Context: an optimization exercise on an open-source flow, tuned for small area. The choices shown serve that exercise and are no tape-out recipe. Function was checked by simulation only, so behaviour that the tests miss may differ from the original. Power is estimated from default activity; no workload was simulated.

== try-quartz ==
## sector_reader
module sector_reader (
  input  wire        clk,
  input  wire        rst,
  input  wire        cmd_valid,
  input  wire [2:0]  cmd_op,
  input  wire [7:0]  cmd_c,
  input  wire [7:0]  cmd_h,
  input  wire [7:0]  cmd_r,
  input  wire [7:0]  cmd_n,
  input  wire        stop,
  input  wire        mfm,
  input  wire        skip,
  input  wire [7:0]  gap,
  input  wire [1:0]  scan_cond,
  input  wire [7:0]  scan_byte,
  input  wire        scan_over,
  input  wire        sink_ovr,
  input  wire        poll,
  input  wire        bit_in,
  input  wire        index,
  input  wire        phys_ok,
  output wire        busy,
  output reg         data_valid,
  output wire [7:0]  data_byte,
  output reg         done,
  output reg  [3:0]  done_code,
  output reg         wrong_am,
  output wire [7:0]  id_c,
  output wire [7:0]  id_h,
  output wire [7:0]  id_r,
  output wire [7:0]  id_n,
  output wire [15:0] id_crc,
  output wire [7:0]  err_bits,
  output wire        cmp_match
);
==> flow/config.mk <==
export PLATFORM = sky130hd
export DESIGN_NAME = sector_reader
export DESIGN_NICKNAME = sector_reader
export VERILOG_FILES = /design/flow/design.v
export SDC_FILE = /design/flow/constraint.sdc
export NUM_CORES = 4
export LEC_CHECK = 0
export CAP_MARGIN = 20
export CORE_MARGIN = 2
export CORE_UTILIZATION = 50
export PLACE_DENSITY = 0.65
export SLEW_MARGIN = 20
export BUFFER_PORTS_ARGS = -buffer_cell sky130_fd_sc_hd__buf_1
export GPL_KEEP_OVERFLOW = 0
export CTS_ARGS = -sink_clustering_enable -repair_clock_nets -dont_use_dummy_load -buf_list sky130_fd_sc_hd__clkbuf_8
==> flow/constraint.sdc <==
create_clock -name core_clock -period 8.0 [get_ports {clk}]
set_input_delay 1.6000 -clock core_clock [delete_from_list [all_inputs] [get_ports {clk}]]
set_output_delay 1.6000 -clock core_clock [all_outputs]
set_load 0.01 [all_outputs]
standard.sh (not shown) runs the stock make flow with config.mk's settings and CLKGATE_MAP_FILE= SYNTH_SCRIPT=/design/flow/synth_recipe.tcl, a recipe that flattens the netlist after the stock synthesis.
==> flow/flow/run.sh <==
#!/bin/bash
# Standard ORFS layout (the standard.sh, standard synthesis unchanged) with
# two layout choices: the port buffers are the smallest buffer cell, and clock
# tree synthesis uses smaller clock buffers without dummy loads.
set -euo pipefail
cat >> config.mk <<'EOC'
export BUFFER_PORTS_ARGS = -buffer_cell sky130_fd_sc_hd__buf_1
export GPL_KEEP_OVERFLOW = 0
export CTS_ARGS = -sink_clustering_enable -repair_clock_nets -dont_use_dummy_load -buf_list sky130_fd_sc_hd__clkbuf_8
EOC
bash standard.sh finish > standard.log 2>&1
Changes in try-sierra relative to try-quartz:
Settings: GPL_KEEP_OVERFLOW no longer set, was 0; PLACE_DENSITY now 0.92, was 0.65; CORE_UTILIZATION now 80, was 50.
diff --git a/flow/flow/run.sh b/flow/flow/run.sh
--- a/flow/flow/run.sh
+++ b/flow/flow/run.sh
@@ -6,5 +6,4 @@
 cat >> config.mk <<'EOC'
 export BUFFER_PORTS_ARGS = -buffer_cell sky130_fd_sc_hd__buf_1
-export GPL_KEEP_OVERFLOW = 0
 export CTS_ARGS = -sink_clustering_enable -repair_clock_nets -dont_use_dummy_load -buf_list sky130_fd_sc_hd__clkbuf_8
 EOC
--- outcome ---
In the reports for try-quartz and try-sierra, the smaller vias per cell belongs to try-quartz.
Compared with try-quartz, try-sierra shows routed wire length on met2 higher by 1.1%.
Taking try-quartz as the reference, in try-sierra setup slack rose by 170 ps, core footprint shrank by about 37%, share of total power in the clock network shows a reduction of 0.6 points, hold slack went up, total die area saw a decrease.
Cell with the largest stage delay on the worst path = nand2_1: try-quartz; cell with the largest stage delay on the worst path = a2111oi_2: try-sierra
Input-level comparison between try-maple and try-sierra:
Settings: changing PLACE_DENSITY from 0.92 to 0.85; changing CORE_UTILIZATION from 80 to 70; setting GPL_ROUTABILITY_DRIVEN to 0 for the first time.
In try-maple relative to try-sierra, wire length had gone down by a few percent. [try-maple] met1 wire length rose 5.4% relative to try-sierra. Compare try-maple and try-sierra | hold slack lower: try-maple. For overall die width, dividing the value from try-sierra by the value from try-maple gives 0.938. Met1 layer usage reported by global route: lower on try-maple. On clock network fraction of total power, try-maple and try-sierra are basically level.

========
== lane 1 ==
Starting RTL as in the previous note.
export LEC_CHECK = 0
export CAP_MARGIN = 20
export CORE_MARGIN = 2
export CORE_UTILIZATION = 65
export PLACE_DENSITY = 0.8
export SLEW_MARGIN = 20
export BUFFER_PORTS_ARGS = -buffer_cell sky130_fd_sc_hd__buf_1
export CTS_ARGS = -sink_clustering_enable -repair_clock_nets -dont_use_dummy_load -root_buf sky130_fd_sc_hd__clkbuf_8 -buf_list sky130_fd_sc_hd__clkbuf_4
create_clock -name core_clock -period 8.0 [get_ports {clk}]
==> flow/flow/run.sh <==
#!/bin/bash
# Standard ORFS layout (the standard.sh, standard synthesis unchanged) with
# two layout choices: the port buffers are the smallest buffer cell, and clock
# tree synthesis uses smaller clock buffers without dummy loads.
set -euo pipefail
cat >> config.mk <<'EOC'
export BUFFER_PORTS_ARGS = -buffer_cell sky130_fd_sc_hd__buf_1
export CTS_ARGS = -sink_clustering_enable -repair_clock_nets -dont_use_dummy_load -root_buf sky130_fd_sc_hd__clkbuf_8 -buf_list sky130_fd_sc_hd__clkbuf_4
EOC
bash standard.sh finish > standard.log 2>&1
Here is what was changed in the inputs of lane 2 compared with lane 1.
-- flow/flow/run.sh --
<<< lane 1, line 7
export BUFFER_PORTS_ARGS = -buffer_cell sky130_fd_sc_hd__buf_1
export CTS_ARGS = -sink_clustering_enable -repair_clock_nets -dont_use_dummy_load -root_buf sky130_fd_sc_hd__clkbuf_8 -buf_list sky130_fd_sc_hd__clkbuf_4
EOC
>>> lane 2, line 7
export BUFFER_PORTS_ARGS = -buffer_cell sky130_fd_sc_hd__buf_1
export CTS_ARGS = -sink_clustering_enable -repair_clock_nets -dont_use_dummy_load -buf_list sky130_fd_sc_hd__clkbuf_8
EOC
==> flow/config.mk <==
export PLATFORM = sky130hd
export DESIGN_NAME = sector_reader
export DESIGN_NICKNAME = sector_reader
export VERILOG_FILES = /design/flow/design.v
export SDC_FILE = /design/flow/constraint.sdc
export NUM_CORES = 4
export LEC_CHECK = 0
export CAP_MARGIN = 20
export CORE_MARGIN = 2
export CORE_UTILIZATION = 50
export PLACE_DENSITY = 0.65
export SLEW_MARGIN = 20
export BUFFER_PORTS_ARGS = -buffer_cell sky130_fd_sc_hd__buf_1
export CTS_ARGS = -sink_clustering_enable -repair_clock_nets -dont_use_dummy_load -buf_list sky130_fd_sc_hd__clkbuf_8
==> comparison <==
- Going from lane 1 to lane 2, first-iteration DRC count now sits lower; detailed-route vias per instance now sits lower.
- Lane 2 vs. lane 1: slew at the pin with the worst max-slew slack dropped 0.20 ns, final routed wire length divided by cell count dropped 0.36 um, global-route wire length before repair went up, final cycle utilization of the critical path went down 0.66 points, die area higher.
- Comparing lane 2 and lane 1, the lower post-route minimum period is on lane 2.
- Lane 2 ended up with sky130_fd_sc_hd__nand2_1 as its slowest cell on the critical path; lane 1 ended up with sky130_fd_sc_hd__a21oi_2.
Relative to lane 2, the following input files were edited for lane 3:
-- flow/config.mk --
<<< lane 2, line 9
export CORE_MARGIN = 2
export CORE_UTILIZATION = 50
export PLACE_DENSITY = 0.65
export SLEW_MARGIN = 20
>>> lane 3, line 9
export CORE_MARGIN = 2
export CORE_UTILIZATION = 65
export PLACE_DENSITY = 0.8
export SLEW_MARGIN = 20
Notes after the runs:
Comparing total number of tap cells for lane 2 and lane 3, the bigger number came from lane 2.
Maximum frequency went down slightly going from lane 2 to lane 3.
Comparing lane 2 and lane 3, flop-to-flop setup slack is higher on lane 2.
Diff lane 2 -> lane 3 | count of fill cells added during filler insertion | decrease of 412
Lane 3 ends up with lower synthesis-to-layout area growth than lane 2 does.
The sequential share of layout area number comes out higher for lane 3 vs lane 2.
In terms of number of antenna diodes, lane 2 and lane 3 differ only marginally.
Compared to lane 2, lane 3 was floorplanned on a smaller die.
What lane 4 does differently from lane 3 at the input level:
==> flow/flow/run.sh <==
#!/bin/bash
# Standard ORFS layout (the standard.sh, standard synthesis unchanged) with
# these layout choices: the buffers that synthesis (ABC) inserted are removed
# at floorplan, the port buffers are the smallest buffer cell, and clock tree
# synthesis uses clkbuf_8 without dummy loads. The make output goes to
# standard.log; each ORFS step keeps its own log under orfs/logs.
set -euo pipefail
cat >> config.mk <<'EOC'
export REMOVE_ABC_BUFFERS = 1
export BUFFER_PORTS_ARGS = -buffer_cell sky130_fd_sc_hd__buf_1
export CTS_ARGS = -sink_clustering_enable -repair_clock_nets -dont_use_dummy_load -buf_list sky130_fd_sc_hd__clkbuf_8
EOC
bash standard.sh finish > standard.log 2>&1
-- flow/config.mk --
<<< lane 3, line 9
export CORE_MARGIN = 2
export CORE_UTILIZATION = 65
export PLACE_DENSITY = 0.8
export SLEW_MARGIN = 20
export BUFFER_PORTS_ARGS = -buffer_cell sky130_fd_sc_hd__buf_1
>>> lane 4, line 9
export CORE_MARGIN = 2
export CORE_UTILIZATION = 50
export GPL_TIMING_DRIVEN = 0
export PLACE_DENSITY = 0.65
export SLEW_MARGIN = 20
export REMOVE_ABC_BUFFERS = 1
export BUFFER_PORTS_ARGS = -buffer_cell sky130_fd_sc_hd__buf_1
==> summary.txt <==
Delta (lane 4 minus lane 3): final area higher; proportion of layout cells with a drive suffix above 1 roughly the same.
Summary of lane 4 over lane 3: maximum frequency fell by about 2.7%; setup slack fell by 0.12 ns.
Side by side, overall fraction of global-route tracks in use turned out lower in lane 4 than in lane 3.
Leakage power of the design of lane 4 is on par with lane 3.
> inputs changed (lane 4 -> lane 5)
==> flow/flow/run.sh <==
#!/bin/bash
# Standard ORFS layout (the standard.sh, standard synthesis unchanged) with
# two layout choices: the port buffers are the smallest buffer cell, and clock
# tree synthesis uses smaller clock buffers without dummy loads.
set -euo pipefail
cat >> config.mk <<'EOC'
export BUFFER_PORTS_ARGS = -buffer_cell sky130_fd_sc_hd__buf_1
export CTS_ARGS = -sink_clustering_enable -repair_clock_nets -dont_use_dummy_load -buf_list sky130_fd_sc_hd__clkbuf_8 -sink_clustering_size 20 -sink_clustering_max_diameter 100
EOC
bash standard.sh finish > standard.log 2>&1
==> flow/config.mk <==
export PLATFORM = sky130hd
export DESIGN_NAME = sector_reader
export DESIGN_NICKNAME = sector_reader
export VERILOG_FILES = /design/flow/design.v
export SDC_FILE = /design/flow/constraint.sdc
export NUM_CORES = 4
export LEC_CHECK = 0
export CAP_MARGIN = 20
export CORE_MARGIN = 2
export CORE_UTILIZATION = 50
export PLACE_DENSITY = 0.65
export SLEW_MARGIN = 20
export BUFFER_PORTS_ARGS = -buffer_cell sky130_fd_sc_hd__buf_1
export CTS_ARGS = -sink_clustering_enable -repair_clock_nets -dont_use_dummy_load -buf_list sky130_fd_sc_hd__clkbuf_8 -sink_clustering_size 20 -sink_clustering_max_diameter 100
--- outcome ---
Lane 5 finished every stage and its layout cleared the timing, design-rule and antenna checks. Lane 4 | stages: all done | timing, DRC, antenna: all pass. Against lane 4, maximum frequency in lane 5 came out better. On lane 5: length of routed wiring on met1 is 1.4% higher than what lane 4 gave. In terms of post-detailed-route DRC marker count, lane 5 and lane 4 differ only marginally. From lane 4 to lane 5, basic-gate share of the synthesized area counting and, or, nand and nor cells did not move at all. Share of cells above drive strength 1: lane 4 vs lane 5 — no meaningful difference. | required time of the critical path | lane 5 vs lane 4 | ≈ equal |. Relative to lane 4, growth of design area from synthesis to finish has decreased by 0.26 points in lane 5. Lane 5: max-slew headroom at the worst pin 1.2 points below lane 4.

[separate check: timing with driven ports]
No port has a modelled driver above. Below, the same layouts with a new extraction and two added sets of constraints. Step 1 (the two cells are an assumption about what drives the block):
set clk [get_ports {clk}]
set_driving_cell -lib_cell sky130_fd_sc_hd__clkbuf_16 $clk
set_driving_cell -lib_cell sky130_fd_sc_hd__buf_2 [delete_from_list [all_inputs] $clk]
Step 2 also shifts input and output timing later by t, the mid clock arrival at the registers, as if the neighbouring blocks saw the same clock. a / b / c = ideal / step 1 / step 2; a / b = the first two.
run	t (ns)	setup slack, ns	worst hold slack (ns)	worst setup path at the end	latest minus earliest clock arrival (ns)
try-quartz	0.416	3.629 / 3.642 / 3.226	0.504 / 0.504 / 0.504	input to register	0.023 / 0.022
try-sierra	0.391	3.803 / 3.811 / 3.420	0.513 / 0.513 / 0.513	input to register	0.022 / 0.022
try-maple	0.389	3.427 / 3.438 / 3.050	0.508 / 0.508 / 0.508	input to register	0.034 / 0.033
lane 1	0.393	3.771 / 3.780 / 3.387	0.516 / 0.516 / 0.516	input to register	0.026 / 0.025
lane 2	0.407	3.824 / 3.840 / 3.433	0.506 / 0.506 / 0.506	input to register	0.019 / 0.019
lane 3	0.393	3.771 / 3.780 / 3.387	0.516 / 0.516 / 0.516	input to register	0.026 / 0.025
lane 4	0.410	3.653 / 3.667 / 3.257	0.513 / 0.513 / 0.513	input to register	0.014 / 0.014
lane 5	0.407	3.824 / 3.840 / 3.433	0.506 / 0.506 / 0.506	input to register	0.019 / 0.019
After both steps setup and hold are still met in every run listed. The setup slack of try-quartz, which loses most, moves by +0.013 ns with the drivers and by -0.403 ns with both steps.
